This is an optimization exercise on Yosys and OpenROAD, whose aim is small area, a short achievable clock period and few clock cycles per item, not a production implementation.
Only simulation tests tie the RTL to the original design; equivalence was not proved.
Power figures rest on the tool's default switching activity, not on a simulated workload.

## v6
## bemu_alu
module bemu_alu (
    input  wire        clk,
    input  wire        rst,
    input  wire        start,
    input  wire [7:0]  op,
    input  wire [3:0]  size,
    input  wire [63:0] a,
    input  wire [63:0] b,
    input  wire [63:0] rflag,
    output wire        done,
    output wire [63:0] result,
    output wire        taken,
    output wire        fault
);
    wire [4:0] o = op[4:0];
    wire lo8 = ~o[4] & ~o[3];                
    wire hi8 = ~o[4] & o[3];                 
    wire op_mov = lo8 & ~o[0];
    wire op_add = lo8 & o[0];
    wire op_sub = hi8 & (o[2:0] == 3'd0);
    wire op_mul = hi8 & (o[2:0] == 3'd1);
    wire op_mod = hi8 & (o[2:0] == 3'd3);
    wire op_inc = hi8 & (o[2:0] == 3'd4);
    wire op_dec = hi8 & (o[2:0] == 3'd5);
    wire op_cmp = hi8 & (o[2:0] == 3'd6);
    wire op_divmod = hi8 & ~o[2] & o[1];
    wire k8  = ~size[0];                       
    wire k16 = size[2] | size[3];              
    wire k32 = size[3];                        
    wire [63:0] mask = {{32{k32}}, {16{k16}}, {8{k8}}, 8'hFF};
    wire [63:0] am = a & mask;
    wire [63:0] bm = b & mask;
    wire sa = (size[0] & a[7]) | (size[1] & a[15]) | (size[2] & a[31]) | (size[3] & a[63]);
    wire sb = (size[0] & b[7]) | (size[1] & b[15]) | (size[2] & b[31]) | (size[3] & b[63]);
    wire bz = (bm == 64'd0);
    wire fz = (rflag == 64'd0);
    wire fn = rflag[63];
    reg  cond;
    always @(*) begin
        case (o)
            5'h0F:   cond = fz;
            5'h10:   cond = !fz;
            5'h11:   cond = fn;
            5'h12:   cond = !fn && !fz;
            5'h13:   cond = fn || fz;
            5'h14:   cond = !fn;
            default: cond = 1'b0;
        endcase
    end
    wire use_a = op_add | (hi8 & (o[2:0] != 3'd1) & (o[2:0] != 3'd7));
    wire b_pos = lo8;                                  
    wire b_neg = hi8 & ~o[0] & ~(o[2] ^ o[1]);         
    wire [63:0] xa = {64{use_a}} & mask;              
    wire [63:0] xs = {64{op_cmp}} & ~mask;            
  ...
Size: roughly 270 I/O pins, ~28,000 sq um of cells after synthesis.
Settings: LEC_CHECK=0, CAP_MARGIN=20, CORE_MARGIN=2, CORE_UTILIZATION=40, CTS_BUF_LIST=sky130_fd_sc_hd__clkbuf_4 sky130_fd_sc_hd__clkbuf_8, SLEW_MARGIN=20, SYNTH_HIERARCHICAL=1; clock period 12.0 ns.
standard.sh (not shown) runs the stock make flow with config.mk's settings and CLKGATE_MAP_FILE= SYNTH_SCRIPT=/design/flow/synth_recipe.tcl, a recipe that flattens the netlist after the stock synthesis.
==> flow/flow/run.sh <==
#!/bin/bash
# The standard layout (standard.sh: the standard flow's synthesis and ORFS flow, with
# config.mk's settings), except that
#  - buffer_ports gives each port a plain buf_1 instead of the delay cell
#    (clkdlybuf4s50_1) it picks by itself.
# The clock period and constraint.sdc are the design's.
set -euo pipefail
MARGIN=6.3
bash standard.sh SETUP_SLACK_MARGIN=$MARGIN \
  "BUFFER_PORTS_ARGS=-buffer_cell sky130_fd_sc_hd__buf_1" finish > standard_flow.log 2>&1
Testbench counts of v6, summed over its fixed seeds: cycles 28,128, ops 12,000.
Input-level comparison between v7 and v6:
- CTS_BUF_LIST removed (was sky130_fd_sc_hd__clkbuf_4 sky130_fd_sc_hd__clkbuf_8)
--- a/flow/flow/run.sh
+++ b/flow/flow/run.sh
@@ -8 +8 @@
-MARGIN=6.3
+MARGIN=6.0
--- outcome ---
Diff v6 -> v7 | internal cell power | decrease of 110 uW. v7: maximum frequency is 0.0076 GHz lower than what v6 reported. Total power on v7 is ahead of v6. First-iteration DRC count: v7 worse than v6. Comparing v7 and v6, the higher count of placed standard cells in the final layout, fillers left out is on v6. As of v7, total wire length had fallen by a few percent compared to v6. From v6 to v7 the numbers moved as follows: synthesized area did not really move, count of clock-buffer cells in the layout -about 40%. Summary — all-layer global routing usage, v7 relative to v6: lower, by 0.47 points.

* * *

Another version of the RTL of bemu_alu (not shown whole).
Size in the first run: roughly 3500 cells after synthesis, roughly 28000 sq um of cells after synthesis.
export LEC_CHECK = 0
export CAP_MARGIN = 20
export CORE_MARGIN = 2
export CORE_UTILIZATION = 40
export SETUP_SLACK_MARGIN = 5
export SLEW_MARGIN = 20
export SYNTH_HIERARCHICAL = 1
create_clock -name core_clock -period 12.0 [get_ports {clk}]
run.sh (not shown) runs the stock make flow with config.mk's settings and CLKGATE_MAP_FILE= SYNTH_SCRIPT=/design/flow/synth_recipe.tcl, a recipe that flattens the netlist after the stock synthesis.
Stock flow here: none of the scripts above is used.
The baseline completed without violations.
Testbench counts at the start, summed over its fixed seeds: cycles 30,559, ops 12,000.
Then changed:
==> flow/flow/run.sh (new file) <==
#!/bin/bash
set -euo pipefail
MARGIN=6
bash standard.sh SETUP_SLACK_MARGIN=$MARGIN finish > standard_flow.log 2>&1
==> flow/standard.sh (new file) <==
#!/bin/bash
# synth_recipe.tcl (not shown) runs the flow's synth.tcl, then flattens the netlist and writes it again
# the make line also repeats each setting of config.mk as NAME=value (left out here)
make -C /OpenROAD-flow-scripts/flow DESIGN_CONFIG=/design/flow/config.mk WORK_HOME=/design/flow/orfs CLKGATE_MAP_FILE= SYNTH_SCRIPT=/design/flow/synth_recipe.tcl "${@:-finish}"
SETUP_SLACK_MARGIN = not set   (was 5)
removed: flow/run.sh
The changed run produced a clean layout.
Global-route usage came out higher by 0.38 points.
Sequential share of layout area came out lower by 0.72 points.
Register-to-register slack gets better by 0.99 ns.
Utilization came out higher by 1.8 points.
Sequential power is about the same.
Design area came out higher by a few percent.
Wire length came out higher by a few percent.
Power came out higher by a few percent.
Cell count came out higher slightly.
Clock-buffer cell count came out higher by 8.
Die area is unchanged.

* * *

bemu_alu, a different RTL version from the one above (not shown whole).
Size in the first run: roughly 3700 cells after synthesis, roughly 28000 um^2 of cells after synthesis.
## bemu_alu
module bemu_alu (
    input  wire        clk,
    input  wire        rst,
    input  wire        start,
    input  wire [7:0]  op,
    input  wire [3:0]  size,
    input  wire [63:0] a,
    input  wire [63:0] b,
    input  wire [63:0] rflag,
    output wire        done,
    output wire [63:0] result,
    output wire        taken,
    output wire        fault
);
    wire [4:0] o = op[4:0];
    wire op_mov = (o == 5'h04);
    wire op_add = (o == 5'h07);
    wire op_sub = (o == 5'h08);
    wire op_mul = (o == 5'h09);
    wire op_div = (o == 5'h0A);
    wire op_mod = (o == 5'h0B);
    wire op_inc = (o == 5'h0C);
    wire op_dec = (o == 5'h0D);
    wire op_cmp = (o == 5'h0E);
    wire op_divmod = op_div | op_mod;
    wire k8  = size[1] | size[2] | size[3];    
    wire k16 = size[2] | size[3];              
    wire k32 = size[3];                        
    wire [63:0] mask = {{32{k32}}, {16{k16}}, {8{k8}}, 8'hFF};
    wire [63:0] am = a & mask;
    wire [63:0] bm = b & mask;
    wire sa = (size[0] & a[7]) | (size[1] & a[15]) | (size[2] & a[31]) | (size[3] & a[63]);
    wire sb = (size[0] & b[7]) | (size[1] & b[15]) | (size[2] & b[31]) | (size[3] & b[63]);
    wire bz = (bm == 64'd0);
    wire fz = (rflag == 64'd0);
    wire fn = rflag[63];
    reg  cond;
    always @(*) begin
        case (o)
            5'h0F:   cond = fz;
            5'h10:   cond = !fz;
            5'h11:   cond = fn;
            5'h12:   cond = !fn && !fz;
            5'h13:   cond = fn || fz;
            5'h14:   cond = !fn;
            default: cond = 1'b0;
        endcase
    end
    wire use_a = op_add | op_sub | op_inc | op_dec | op_divmod | op_cmp;
    wire b_pos = op_add | op_mov;
    wire b_neg = op_sub | op_cmp;
    wire [63:0] xa = {64{use_a}} & mask;              
    wire [63:0] xs = {64{op_cmp}} & ~mask;            
    wire [63:0] yp = {64{b_pos}} & mask;              
    wire [63:0] yn = {64{b_neg}} & mask;              
  ...
==> flow/config.mk <==
export PLATFORM = sky130hd
export DESIGN_NAME = bemu_alu
export DESIGN_NICKNAME = bemu_alu
export VERILOG_FILES = /design/flow/design.v
export SDC_FILE = /design/flow/constraint.sdc
export NUM_CORES = 4
export LEC_CHECK = 0
export CAP_MARGIN = 20
export CORE_MARGIN = 2
export CORE_UTILIZATION = 40
export SLEW_MARGIN = 20
export SYNTH_HIERARCHICAL = 1
==> flow/constraint.sdc <==
create_clock -name core_clock -period 12.0 [get_ports {clk}]
set_input_delay 2.4000 -clock core_clock [delete_from_list [all_inputs] [get_ports {clk}]]
set_output_delay 2.4000 -clock core_clock [all_outputs]
set_load 0.01 [all_outputs]
standard.sh (not shown) runs the stock make flow with config.mk's settings and CLKGATE_MAP_FILE= SYNTH_SCRIPT=/design/flow/synth_recipe.tcl, a recipe that flattens the netlist after the stock synthesis.
==> flow/flow/run.sh <==
#!/bin/bash
# The standard layout (standard.sh: the standard flow's synthesis and ORFS flow, with
# config.mk's settings), except that
#  - buffer_ports gives each port a plain buf_1 instead of the delay cell
#    (clkdlybuf4s50_1) it picks by itself.
# The clock period and constraint.sdc are the design's.
set -euo pipefail
MARGIN=6.7
bash standard.sh SETUP_SLACK_MARGIN=$MARGIN \
  "BUFFER_PORTS_ARGS=-buffer_cell sky130_fd_sc_hd__buf_1" finish > standard_flow.log 2>&1
Testbench counts at the start, summed over its fixed seeds: cycles 28,128, ops 12,000.
Then changed:
--- a/flow/flow/run.sh
+++ b/flow/flow/run.sh
@@ -8 +8 @@
-MARGIN=6.7
+MARGIN=6.3
After rerunning:
- register-to-register slack gets worse by 0.07 ns
- clock skew came out lower by 0.0049 ns
- non-clock buffer count decreases by 104
- via count came out lower by 2.4%
- clock-buffer cell count stays the same
- design area decreases by 5.9%
- power drops by 5.2%
- hold slack gets worse by 0.016 ns
- maximum frequency fell by 1.9%
Then changed:
==> flow/flow/run.sh (replaced) <==
#!/bin/bash
set -euo pipefail
MARGIN=6.5
bash standard.sh SETUP_SLACK_MARGIN=$MARGIN finish > standard_flow.log 2>&1
What happened: Final cell count goes up by about 1.2%; global-route usage goes up by 1.1 points; clock power goes down by 2.8%; synthesized cell count stays the same.
Then changed:
==> flow/flow/run.sh (replaced) <==
#!/bin/bash
# The standard layout (standard.sh: the standard flow's synthesis and ORFS flow, with
# config.mk's settings), except that
#  - buffer_ports gives each port a plain buf_1 instead of the delay cell
#    (clkdlybuf4s50_1) it picks by itself.
# The clock period and constraint.sdc are the design's.
set -euo pipefail
MARGIN=6.5
bash standard.sh SETUP_SLACK_MARGIN=$MARGIN \
  "BUFFER_PORTS_ARGS=-buffer_cell sky130_fd_sc_hd__buf_1" finish > standard_flow.log 2>&1
Routed wire length drops slightly.
Synthesized cell count does not change.
Core utilization drops by 2.7 points.
Fmax barely changes.
Die area stays the same.
Clock-buffer cell count drops by 5.
Worst setup slack gains 0.0075 ns.
Then changed:
==> flow/flow/run.sh (replaced) <==
#!/bin/bash
set -euo pipefail
MARGIN=7
bash standard.sh SETUP_SLACK_MARGIN=$MARGIN finish > standard_flow.log 2>&1
Cell area increases by roughly a tenth. Clock-buffer cell count increases by 3. Wire length increases by a few percent. Critical path depth decreases by 12. First-iteration DRC count increases by a few percent. Combinational power increases by roughly a tenth. Worst hold slack stays flat. Cell count increases by a few percent. Clock skew increases by 0.012 ns.

## static timing again, ports no longer ideal
The results above use ideal ports. As a check the final layouts listed here were re-extracted and re-timed, cells and wires unchanged. Step 1 assumes that a clkbuf_16 drives the clock port and a buf_2 every other input. Step 2, shift: input delay + t, output delay - t, t = (earliest + latest rising clock arrival at the registers) / 2. This alone moves slack from input paths to output paths. Slacks: no drivers / after step 1 / after step 2; pairs: no drivers / after step 1.
| run | shift t [ns] | setup WS [ns] | worst hold slack (ns) | worst setup path at the end | worst register clock-pin slew, ns |
|---|---|---|---|---|---|
| v6 | 0.694 | 6.354 / 6.310 / 5.700 | 0.464 / 0.464 / 0.464 | input to register | 0.07 / 0.07 |
| v7 | 0.654 | 6.101 / 6.091 / 5.586 | 0.465 / 0.465 / 0.465 | input to register | 0.07 / 0.07 |
| the first run of note 2 | 0.653 | 5.132 / 5.132 / 4.527 | 0.508 / 0.508 / 0.508 | input to register | 0.07 / 0.07 |
| the second run of note 2 | 0.661 | 6.029 / 6.045 / 5.409 | 0.497 / 0.497 / 0.497 | input to register | 0.07 / 0.07 |
| the first run of note 3 | 0.610 | 6.430 / 6.430 / 5.910 | 0.500 / 0.500 / 0.500 | input to register | 0.07 / 0.07 |
| the second run of note 3 | 0.613 | 6.321 / 6.306 / 5.717 | 0.483 / 0.483 / 0.483 | input to register | 0.07 / 0.07 |
| the third run of note 3 | 0.613 | 6.315 / 6.315 / 5.763 | 0.489 / 0.489 / 0.489 | input to register | 0.07 / 0.07 |
| the fourth run of note 3 | 0.607 | 6.323 / 6.323 / 5.784 | 0.484 / 0.484 / 0.484 | input to register | 0.07 / 0.07 |
| the fifth run of note 3 | 0.631 | 6.364 / 6.301 / 5.881 | 0.485 / 0.485 / 0.485 | input to register | 0.07 / 0.07 |
After both steps every run listed still meets setup and hold. For v6, which loses most, drivers alone change the setup slack by -0.044 ns; drivers and shift together by -0.654 ns.
